From an optimization exercise on the open Yosys and OpenROAD flow, aimed at a short achievable clock period; shortcuts taken in it are not production practice.
In this exercise RTL edits were held to simulation tests only and were not proved equivalent to the original.
Power figures rest on the tool's default switching activity, not on a simulated workload.

===== design.v =====
module td4_core (
    input  wire       clk,
    input  wire       rst,           
    input  wire       prog_we,
    input  wire [3:0] prog_addr,
    input  wire [7:0] prog_wdata,
    input  wire       start,
    input  wire [4:0] prog_size,     
    input  wire [3:0] in_data,
    output wire       in_rd,
    output reg  [3:0] out_data,
    output reg        out_we,
    output reg        running,
    output reg        halted,
    output reg        aborted,
    output reg  [7:0] err_byte,
    output reg  [3:0] err_pc,
    output reg  [3:0] reg_a,
    output reg  [3:0] reg_b,
    output reg        carry,
    output reg  [4:0] pc
);
    localparam FW = 4;
    function [FW-1:0] predecode(input [7:0] b);
        reg [3:0] o;
        begin
            o = b[7:4];
            predecode = {(o == 4'h2) || (o == 4'h6),
                         (o == 4'h8) || (o == 4'hA) || (o == 4'hC) || (o == 4'hD),
                         (o == 4'hE),
                         (o == 4'hF)};
        end
    endfunction
    reg [7:0]    mem  [0:15];
    reg [FW-1:0] memf [0:15];
    reg [4:0]    size;
    reg [7:0]    ir;        
    reg [FW-1:0] irf;       
    reg [15:0]   pc_oh;     
    integer k;
    wire [FW-1:0] wflags = predecode(prog_wdata);
    always @(posedge clk) begin
        if (prog_we) begin
            mem[prog_addr]  <= prog_wdata;
            memf[prog_addr] <= wflags;
        end
    end
    wire [3:0] op  = ir[7:4];
    wire [3:0] imm = ir[3:0];
    wire f_jmp   = irf[0];
    wire f_jnc   = irf[1];
    wire illegal = irf[2];
    wire f_in    = irf[3];
    wire take = f_jmp || (f_jnc && !carry);    
    wire stay = f_jnc && carry;                
    assign in_rd = running && f_in;
    wire [4:0] pc_inc = pc + 5'd1;
    wire [4:0] pc_tgt = {1'b0, imm};
    wire h_inc  = (pc_inc >= size);
    wire h_tgt  = (pc_tgt >= size);
    wire h_stay = (pc >= size);
    wire h_next = take ? h_tgt : (stay ? h_stay : h_inc);
    wire [4:0] next_pc = take ? pc_tgt : (stay ? pc : pc_inc);
    reg [8+FW-1:0] w_inc, w_cur;
    always @(*) begin
        w_inc = 0;
        w_cur = 0;
        for (k = 0; k < 16; k = k + 1) begin
            w_inc = w_inc | ({(8+FW){pc_oh[k]}} & {memf[(k + 1) % 16], mem[(k + 1) % 16]});
            w_cur = w_cur | ({(8+FW){pc_oh[k]}} & {memf[k], mem[k]});
        end
    end
    wire [8+FW-1:0] w_tgt = {memf[imm], mem[imm]};
    wire [8+FW-1:0] w_run = take ? w_tgt : (stay ? w_cur : w_inc);
    wire hit_run = prog_we && (take ? (prog_addr == imm) :
                               stay ? (prog_addr == pc[3:0]) :
                                      (prog_addr == pc_inc[3:0]));
    wire [8+FW-1:0] w_new = {wflags, prog_wdata};
    wire [8+FW-1:0] fetch_run = hit_run ? w_new : w_run;
    wire size_nz = |prog_size;
    wire hit_st  = prog_we && (prog_addr == 4'd0);
    wire [8+FW-1:0] fetch_st = !size_nz ? {(8+FW){1'b0}} :
                               hit_st   ? w_new : {memf[0], mem[0]};
    wire [15:0] oh_tgt = 16'd1 << imm;
    wire [15:0] oh_inc = {pc_oh[14:0], pc_oh[15]};
    wire [4:0] sum_a = {1'b0, reg_a} + {1'b0, imm};
    wire [4:0] sum_b = {1'b0, reg_b} + {1'b0, imm};
    reg [3:0] next_a;
    reg [3:0] next_b;
    reg       next_c;
    reg       do_out;
    reg [3:0] out_val;
    always @(*) begin
        next_a  = reg_a;
        next_b  = reg_b;
        next_c  = 1'b0;
        do_out  = 1'b0;
        out_val = out_data;
        case (op)
            4'h3: next_a = imm;
            4'h7: next_b = imm;
            4'h4: next_b = reg_a;
            4'h1: next_a = reg_b;
            4'h0: begin
                next_a = sum_a[3:0];
                next_c = sum_a[4];
            end
            4'h5: begin
                next_b = sum_b[3:0];
                next_c = sum_b[4];
            end
            4'h2: next_a = in_data;
            4'h6: next_b = in_data;
            4'h9: begin
                do_out  = 1'b1;
                out_val = reg_b;
            end
            4'hB: begin
                do_out  = 1'b1;
                out_val = imm;
            end
            default: ;
        endcase
    end
    always @(posedge clk) begin
        if (rst) begin
            running  <= 1'b0;
            halted   <= 1'b0;
            aborted  <= 1'b0;
            size     <= 5'd0;
            reg_a    <= 4'd0;
            reg_b    <= 4'd0;
            carry    <= 1'b0;
            pc       <= 5'd0;
            out_data <= 4'd0;
            out_we   <= 1'b0;
            err_byte <= 8'd0;
            err_pc   <= 4'd0;
        end else if (start) begin
            running  <= 1'b1;
            halted   <= 1'b0;
            aborted  <= 1'b0;
            size     <= prog_size;
            reg_a    <= 4'd0;
            reg_b    <= 4'd0;
            carry    <= 1'b0;
            pc       <= 5'd0;
            out_we   <= 1'b0;
            err_byte <= 8'd0;
            err_pc   <= 4'd0;
        end else if (running) begin
            if (illegal) begin
                running  <= 1'b0;
                aborted  <= 1'b1;
                err_byte <= ir;
                err_pc   <= pc[3:0];
                out_we   <= 1'b0;
            end else begin
                reg_a    <= next_a;
                reg_b    <= next_b;
                carry    <= next_c;
                pc       <= next_pc;
                out_data <= out_val;
                out_we   <= do_out;
                if (h_next) begin
                    running <= 1'b0;
                    halted  <= 1'b1;
                end
            end
        end else begin
            out_we <= 1'b0;
        end
    end
    always @(posedge clk) begin
        if (start) begin
            {irf, ir} <= fetch_st;
            pc_oh     <= 16'd1;
        end else begin
            {irf, ir} <= fetch_run;
            pc_oh     <= take ? oh_tgt : (stay ? pc_oh : oh_inc);
        end
    end
endmodule

===== flow/run.sh =====
#!/bin/bash
# Layout flow: the standard ORFS flow (standard.sh), with two changes to
# how cells are chosen:
#  - dontuse.txt adds slow cells (four-high stacks, 4-input muxes and the
#    delay cells) to the platform's don't-use list, for synthesis and repair;
#  - the resizer may swap a cell for any cell of the same function
#    (MATCH_CELL_FOOTPRINT=0), not only one of the same footprint.
# Every port still gets a buffer, and the clock tree is built by CTS as usual.
set -euo pipefail
here=$(cd "$(dirname "$0")" && pwd)
dont_use=$(tr -s ' \n' ' ' < "$here/dontuse.txt")
bash standard.sh "DONT_USE_CELLS=$dont_use" MATCH_CELL_FOOTPRINT=0 finish > standard.log 2>&1

===== flow/dontuse.txt =====
sky130_fd_sc_hd__probe_p_8 sky130_fd_sc_hd__probec_p_8 sky130_fd_sc_hd__lpflow_bleeder_1 sky130_fd_sc_hd__lpflow_clkbufkapwr_1 sky130_fd_sc_hd__lpflow_clkbufkapwr_16 sky130_fd_sc_hd__lpflow_clkbufkapwr_2 sky130_fd_sc_hd__lpflow_clkbufkapwr_4 sky130_fd_sc_hd__lpflow_clkbufkapwr_8 sky130_fd_sc_hd__lpflow_clkinvkapwr_1 sky130_fd_sc_hd__lpflow_clkinvkapwr_16 sky130_fd_sc_hd__lpflow_clkinvkapwr_2 sky130_fd_sc_hd__lpflow_clkinvkapwr_4 sky130_fd_sc_hd__lpflow_clkinvkapwr_8 sky130_fd_sc_hd__lpflow_decapkapwr_12 sky130_fd_sc_hd__lpflow_decapkapwr_3 sky130_fd_sc_hd__lpflow_decapkapwr_4 sky130_fd_sc_hd__lpflow_decapkapwr_6 sky130_fd_sc_hd__lpflow_decapkapwr_8 sky130_fd_sc_hd__lpflow_inputiso0n_1 sky130_fd_sc_hd__lpflow_inputiso0p_1 sky130_fd_sc_hd__lpflow_inputiso1n_1 sky130_fd_sc_hd__lpflow_inputiso1p_1 sky130_fd_sc_hd__lpflow_inputisolatch_1 sky130_fd_sc_hd__lpflow_isobufsrc_1 sky130_fd_sc_hd__lpflow_isobufsrc_16 sky130_fd_sc_hd__lpflow_isobufsrc_2 sky130_fd_sc_hd__lpflow_isobufsrc_4 sky130_fd_sc_hd__lpflow_isobufsrc_8 sky130_fd_sc_hd__lpflow_isobufsrckapwr_16 sky130_fd_sc_hd__lpflow_lsbuf_lh_hl_isowell_tap_1 sky130_fd_sc_hd__lpflow_lsbuf_lh_hl_isowell_tap_2 sky130_fd_sc_hd__lpflow_lsbuf_lh_hl_isowell_tap_4 sky130_fd_sc_hd__lpflow_lsbuf_lh_isowell_4 sky130_fd_sc_hd__lpflow_lsbuf_lh_isowell_tap_1 sky130_fd_sc_hd__lpflow_lsbuf_lh_isowell_tap_2 sky130_fd_sc_hd__lpflow_lsbuf_lh_isowell_tap_4 sky130_fd_sc_hd__a2111o_1 sky130_fd_sc_hd__a2111o_2 sky130_fd_sc_hd__a2111o_4 sky130_fd_sc_hd__a2111oi_0 sky130_fd_sc_hd__a2111oi_1 sky130_fd_sc_hd__a2111oi_2 sky130_fd_sc_hd__a2111oi_4 sky130_fd_sc_hd__a222oi_1 sky130_fd_sc_hd__a311o_1 sky130_fd_sc_hd__a311o_2 sky130_fd_sc_hd__a311o_4 sky130_fd_sc_hd__a311oi_1 sky130_fd_sc_hd__a311oi_2 sky130_fd_sc_hd__a311oi_4 sky130_fd_sc_hd__a41o_1 sky130_fd_sc_hd__a41o_2 sky130_fd_sc_hd__a41o_4 sky130_fd_sc_hd__a41oi_1 sky130_fd_sc_hd__a41oi_2 sky130_fd_sc_hd__a41oi_4 sky130_fd_sc_hd__clkdlybuf4s15_1 sky130_fd_sc_hd__clkdlybuf4s15_2 sky130_fd_sc_hd__clkdlybuf4s18_1 sky130_fd_sc_hd__clkdlybuf4s18_2 sky130_fd_sc_hd__clkdlybuf4s25_1 sky130_fd_sc_hd__clkdlybuf4s25_2 sky130_fd_sc_hd__clkdlybuf4s50_1 sky130_fd_sc_hd__clkdlybuf4s50_2 sky130_fd_sc_hd__dlygate4sd1_1 sky130_fd_sc_hd__dlygate4sd2_1 sky130_fd_sc_hd__dlygate4sd3_1 sky130_fd_sc_hd__dlymetal6s2s_1 sky130_fd_sc_hd__dlymetal6s4s_1 sky130_fd_sc_hd__dlymetal6s6s_1 sky130_fd_sc_hd__mux4_1 sky130_fd_sc_hd__mux4_2 sky130_fd_sc_hd__mux4_4 sky130_fd_sc_hd__nor4_1 sky130_fd_sc_hd__nor4_2 sky130_fd_sc_hd__nor4_4 sky130_fd_sc_hd__nor4b_1 sky130_fd_sc_hd__nor4b_2 sky130_fd_sc_hd__nor4b_4 sky130_fd_sc_hd__nor4bb_1 sky130_fd_sc_hd__nor4bb_2 sky130_fd_sc_hd__nor4bb_4 sky130_fd_sc_hd__o2111a_1 sky130_fd_sc_hd__o2111a_2 sky130_fd_sc_hd__o2111a_4 sky130_fd_sc_hd__o2111ai_1 sky130_fd_sc_hd__o2111ai_2 sky130_fd_sc_hd__o2111ai_4 sky130_fd_sc_hd__o311a_1 sky130_fd_sc_hd__o311a_2 sky130_fd_sc_hd__o311a_4 sky130_fd_sc_hd__o311ai_0 sky130_fd_sc_hd__o311ai_1 sky130_fd_sc_hd__o311ai_2 sky130_fd_sc_hd__o311ai_4 sky130_fd_sc_hd__o41a_1 sky130_fd_sc_hd__o41a_2 sky130_fd_sc_hd__o41a_4 sky130_fd_sc_hd__o41ai_1 sky130_fd_sc_hd__o41ai_2 sky130_fd_sc_hd__o41ai_4 sky130_fd_sc_hd__or4_1 sky130_fd_sc_hd__or4_2 sky130_fd_sc_hd__or4_4 sky130_fd_sc_hd__or4b_1 sky130_fd_sc_hd__or4b_2 sky130_fd_sc_hd__or4b_4 sky130_fd_sc_hd__or4bb_1 sky130_fd_sc_hd__or4bb_2 sky130_fd_sc_hd__or4bb_4 

===== standard.sh =====
#!/bin/bash
# synth_recipe.tcl (not shown) runs the flow's synth.tcl, then flattens the netlist and writes it again
# the make line also repeats each setting of config.mk as NAME=value (left out here)
make -C /OpenROAD-flow-scripts/flow DESIGN_CONFIG=/design/flow/config.mk WORK_HOME=/design/flow/orfs CLKGATE_MAP_FILE= SYNTH_SCRIPT=/design/flow/synth_recipe.tcl "${@:-finish}"

===== config.mk =====
export PLATFORM = sky130hd
export DESIGN_NAME = td4_core
export DESIGN_NICKNAME = td4_core
export VERILOG_FILES = /design/flow/design.v
export SDC_FILE = /design/flow/constraint.sdc
export NUM_CORES = 4
export LEC_CHECK = 0
export ABC_CLOCK_PERIOD_IN_PS = 1500
export CAP_MARGIN = 20
export CORE_MARGIN = 2
export CORE_UTILIZATION = 35
export CTS_CLUSTER_DIAMETER = 100
export CTS_CLUSTER_SIZE = 30
export SETUP_SLACK_MARGIN = 2.5
export SLEW_MARGIN = 20
export TNS_END_PERCENT = 100

===== constraint.sdc =====
create_clock -name core_clock -period 4.5 [get_ports {clk}]
set_input_delay 0.9000 -clock core_clock [delete_from_list [all_inputs] [get_ports {clk}]]
set_output_delay 0.9000 -clock core_clock [all_outputs]
set_load 0.01 [all_outputs]

==> run summary <==
==> metrics by stage <==
stage | cells | util
after floorplan | 1332 | -
after global placement | 1859 | 0.373
after detailed placement | 1861 | 0.375
after CTS | 1961 | 0.408
after global routing | 1989 | 0.419
final | 1989 | 0.419
==> report_power, final <==
part           internal [mW]  switching, mW
Clock                  0.610          0.811
Combinational           1.03           1.48
Sequential              2.67          0.250
Total                   4.31           2.54
==> what timing repair did <==
action                                  4_1_cts  5_1_grt
pin swaps                                    19       20
buffers inserted                             73       26
resized for setup                           167       73
endpoints found under the setup margin      292      109
cloned                                        6        2
==> flip-flops by register name (all words and copies together), names as in the netlist <==
name / count
reg_a: 4
running: 1
out_data: 4
aborted: 1
out_we: 1
mem: 128
reg_b: 4
memf: 64
pc_oh: 16
irf: 4
carry: 1
err_byte: 8
err_pc: 4
size: 5
halted: 1
pc: 5
ir: 8
==> cell usage after synthesis (all sizes together) <==
cell / n / area (sq um)
xor2: 5 / 43.8
a21oi: 51 / 255
nand3b: 3 / 22.5
nand3: 29 / 145
dfxtp: 67 / 1340
clkbuf: 86 / 323
a21o: 9 / 67.6
nor3: 43 / 215
inv: 21 / 78.8
edfxtp: 192 / 5770
a211o: 4 / 35.0
ha: 23 / 288
o31ai: 22 / 165
and4: 6 / 52.6
a221oi: 7 / 61.3
a22o: 13 / 114
clkinv: 1 / 3.75
a31o: 7 / 61.3
nand2b: 13 / 81.3
a221o: 3 / 30.0
nor2b: 8 / 50.1
a32o: 7 / 70.1
a211oi: 4 / 30.0
nor2: 71 / 267
o211ai: 16 / 120
xnor2: 4 / 35.0
o21ai: 31 / 155
and3: 1 / 6.26
o32ai: 5 / 43.8
mux2i: 156 / 1560
nand2: 152 / 571
o221ai: 4 / 35.0
nand4b: 4 / 35.0
a31oi: 3 / 18.8
or2: 2 / 12.5
fa: 2 / 40.0
o31a: 2 / 17.5
nand4: 50 / 313
a32oi: 16 / 140
or3: 4 / 30.0
and2: 3 / 18.8
buf: 30 / 158
a22oi: 152 / 1150
==> per-layer routing <==
metal,vias up,wire (microns),part of all wire,global-route usage
li1,5402,-,-,-
met1,6167,21300,0.39,0.347
met2,1009,22500,0.41,0.368
met3,228,7360,0.13,0.0644
met4,2,3360,0.062,0.131
met5,-,12,0.00022,0
==> cells by family (layout without fill, tap and decap cells) <==
group	count (synthesis)	count (layout)	share of synthesized area
simple gates	389	389	0.130
compound gates	356	357	0.184
flops	259	259	0.506
mux	156	156	0.111
buf+inv	138	269	0.0401
fa+ha+maj	25	25	0.0234
xor+xnor	9	9	0.00562
==> placed cells by master (no fill, tap or decap), types with 27 or more instances in the layout <==
master / instances
edfxtp_1: 192
mux2i_1: 156
a22oi_1: 151
nand2_1: 148
buf_1: 81
nor2_1: 61
nand4_1: 50
buf_2: 47
a21oi_1: 45
nor3_1: 36
dfxtp_1: 27
==> worst paths after layout <==
kind                                    end
worst max-delay path                 irf[3]
worst min-delay path            err_byte[6]
worst max register to register       irf[3]
worst min register to register  err_byte[6]
==> worst min-delay path, delay by kind of cell (launching register included) <==
kind | cells | cell delay [ps]
compound gates | 1 | 50
simple gates | 1 | 50
flops | 1 | 320
==> final cells by class <==
cell class | instances | area [sq um]
well taps | 525 | 657
clock inverters | 7 | 78.8
repair inverters | 1 | 5.00
clock buffers | 14 | 329
repair buffers | 225 | 1490
flip-flops and latches | 259 | 7220
inverters | 22 | 105
multi-input cells | 936 | 6710
fillers | 3726 | 23000
==> results by group <==
STA
  – Headroom to the max-slew limit: 0.487
  – FMAX: 0.465 GHz
  – Hold Fails Final Rpt: 0
  – Fin crit share: 0.478
  – Min cycle time layout: 2150 ps
  – Max-slew violations: 0
  – Setup TNS: 0 ps
  – Final setup violation count: 0
  – Unrepaired setup endpoints after global routing: true
  – Final WS setup: 2350 ps
  – Worst Hold Margin: 462 ps
  – Slew @ Worst Pin: 764 ps
  – Setup Skew: 21.9 ps

Floorplanning
  – Die area: 41700 sq um
  – Num rows: 73
  – # IOs: 60
  – Die extent in y: 204 microns
  – Core ar.: 39600 sq um
  – Die width: 204 microns
  – Initial Utilization: 0.354

Worst setup path
  – Crit end category: flip-flop
  – Critical path buffer and inverter count: 2
  – CP Class: flip-flop to flip-flop
  – Critical R2R Launch: carry
  – CP Data Arrival Time: 2560 ps
  – Crit-path slowest cell: dfxtp_4
  – Crit. path cell count: 8
  – Worst path required time: 4910 ps
  – Crit path max-delay family: compound AO/OA/AOI/OAI gates
  – Critical-path cell list: buf_1 -> nand2_4 -> clkbuf_4 -> nand2_1 -> nor3_1 -> o21ai_0 -> a32o_1 -> a32o_1
  – Crit path launch type: flip-flop
  – CP Max Fanout: 10
  – Reg2Reg Depth: 8
  – Slowest Stage Delay on Critical Path: 390 ps
  – Critical Path Source: carry
  – R2R Setup Slk: 2350 ps
  – Most common cell on crit path: a32o_1

Synthesis
  – Mapped Cells: 1332
  – Sequential share of the synthesized area: 0.506
  – Count of cell types in the netlist: 50
  – Average size of a mapped cell: 10.5 sq um
  – YS warnings: 1
  – Synth Cell Area: 14000 sq um
  – Flops & latches, synth: 259
  – Post-synth net total: 1382

Routing
  – Total Wirelength: 54500 microns
  – DRT iter0 DRCs: 2032
  – Vias per std cell: 6.44
  – DRC: 0
  – Via count: 12800
  – Antenna Nets Post-Route: 0
  – Detailed Routing Iterations Pass 1: 9
  – Drt wl/cell: 27.4 microns

Placed design
  – IO buf count: 59
  – Post-place setup slack: 1300 ps
  – Area after DPL: 14800 sq um
  – Final HPWL DP: 33600 microns
  – Routability Congestion: 0.967

Global routing
  – GR Overflow Total: 0
  – First-pass GRT wire length: 78700 microns
  – Initial antenna violation count: 1
  – Vias in the first global route: 12000
  – Largest net degree at the start of global routing: 32
  – GRT Overall Usage: 0.253

Clocking
  – Root buf cell: clkbuf_16
  – Deepest clock path buffer count: 3
  – Hold buffers post-CTS: 0
  – CTS sink cnt: 259
  – # H-tree levels: 1
  – Clock latency (worst-skew pair): 510 ps
  – Clock-pin slew on the worst setup and hold paths: 120 ps
  – TritonCTS clock tree: yes
  – Num CTS Buffers: 13

Power and ir drop
  – Power Total: 6.85 mW
  – Worst vdd ir: 218 uV
  – Pwr per Cell Area: 413 nW/um^2
  – Lkg Pwr: 5.90 nW

Finish
  – Diodes inserted: 0
  – Nets: 1508
  – Synth-to-Final Area Change: 18.3%
  – Final instance area: 16600 sq um
  – Share of layout cells above drive strength 1: 0.186

Run status
  – Status: no timing/DRC/antenna violations

Worst hold path
  – Worst min path class: flip-flop to flip-flop
  – Hold Path Stages: 2
  – Hold path startpoint: err_byte[6]

Job
  – Max-Cap Viols: 0

-- re-timing with driven ports --
The results above use ideal ports. As a check the final layout listed here was re-extracted and re-timed, cells and wires unchanged.
Step 1 sets driving cells, clkbuf_16 on the clock port and buf_2 on the other inputs (assumed; they add their load-dependent delay and slew).
Step 2 also shifts input and output timing later by t, the mid clock arrival at the registers, as if the neighbouring blocks saw the same clock.
Slacks: ideal / step 1 / step 2; pairs: ideal / step 1.
shift t [ns]: 0.555
slack for setup (ns): 2.350 / 2.317 / 1.896
worst register clock-pin slew, ns: 0.12 / 0.12
worst data-port slew with drivers (ns): 0.07
After both steps setup and hold are still met in this run. The setup slack of this run moves by -0.033 ns with the drivers and by -0.454 ns with both steps.
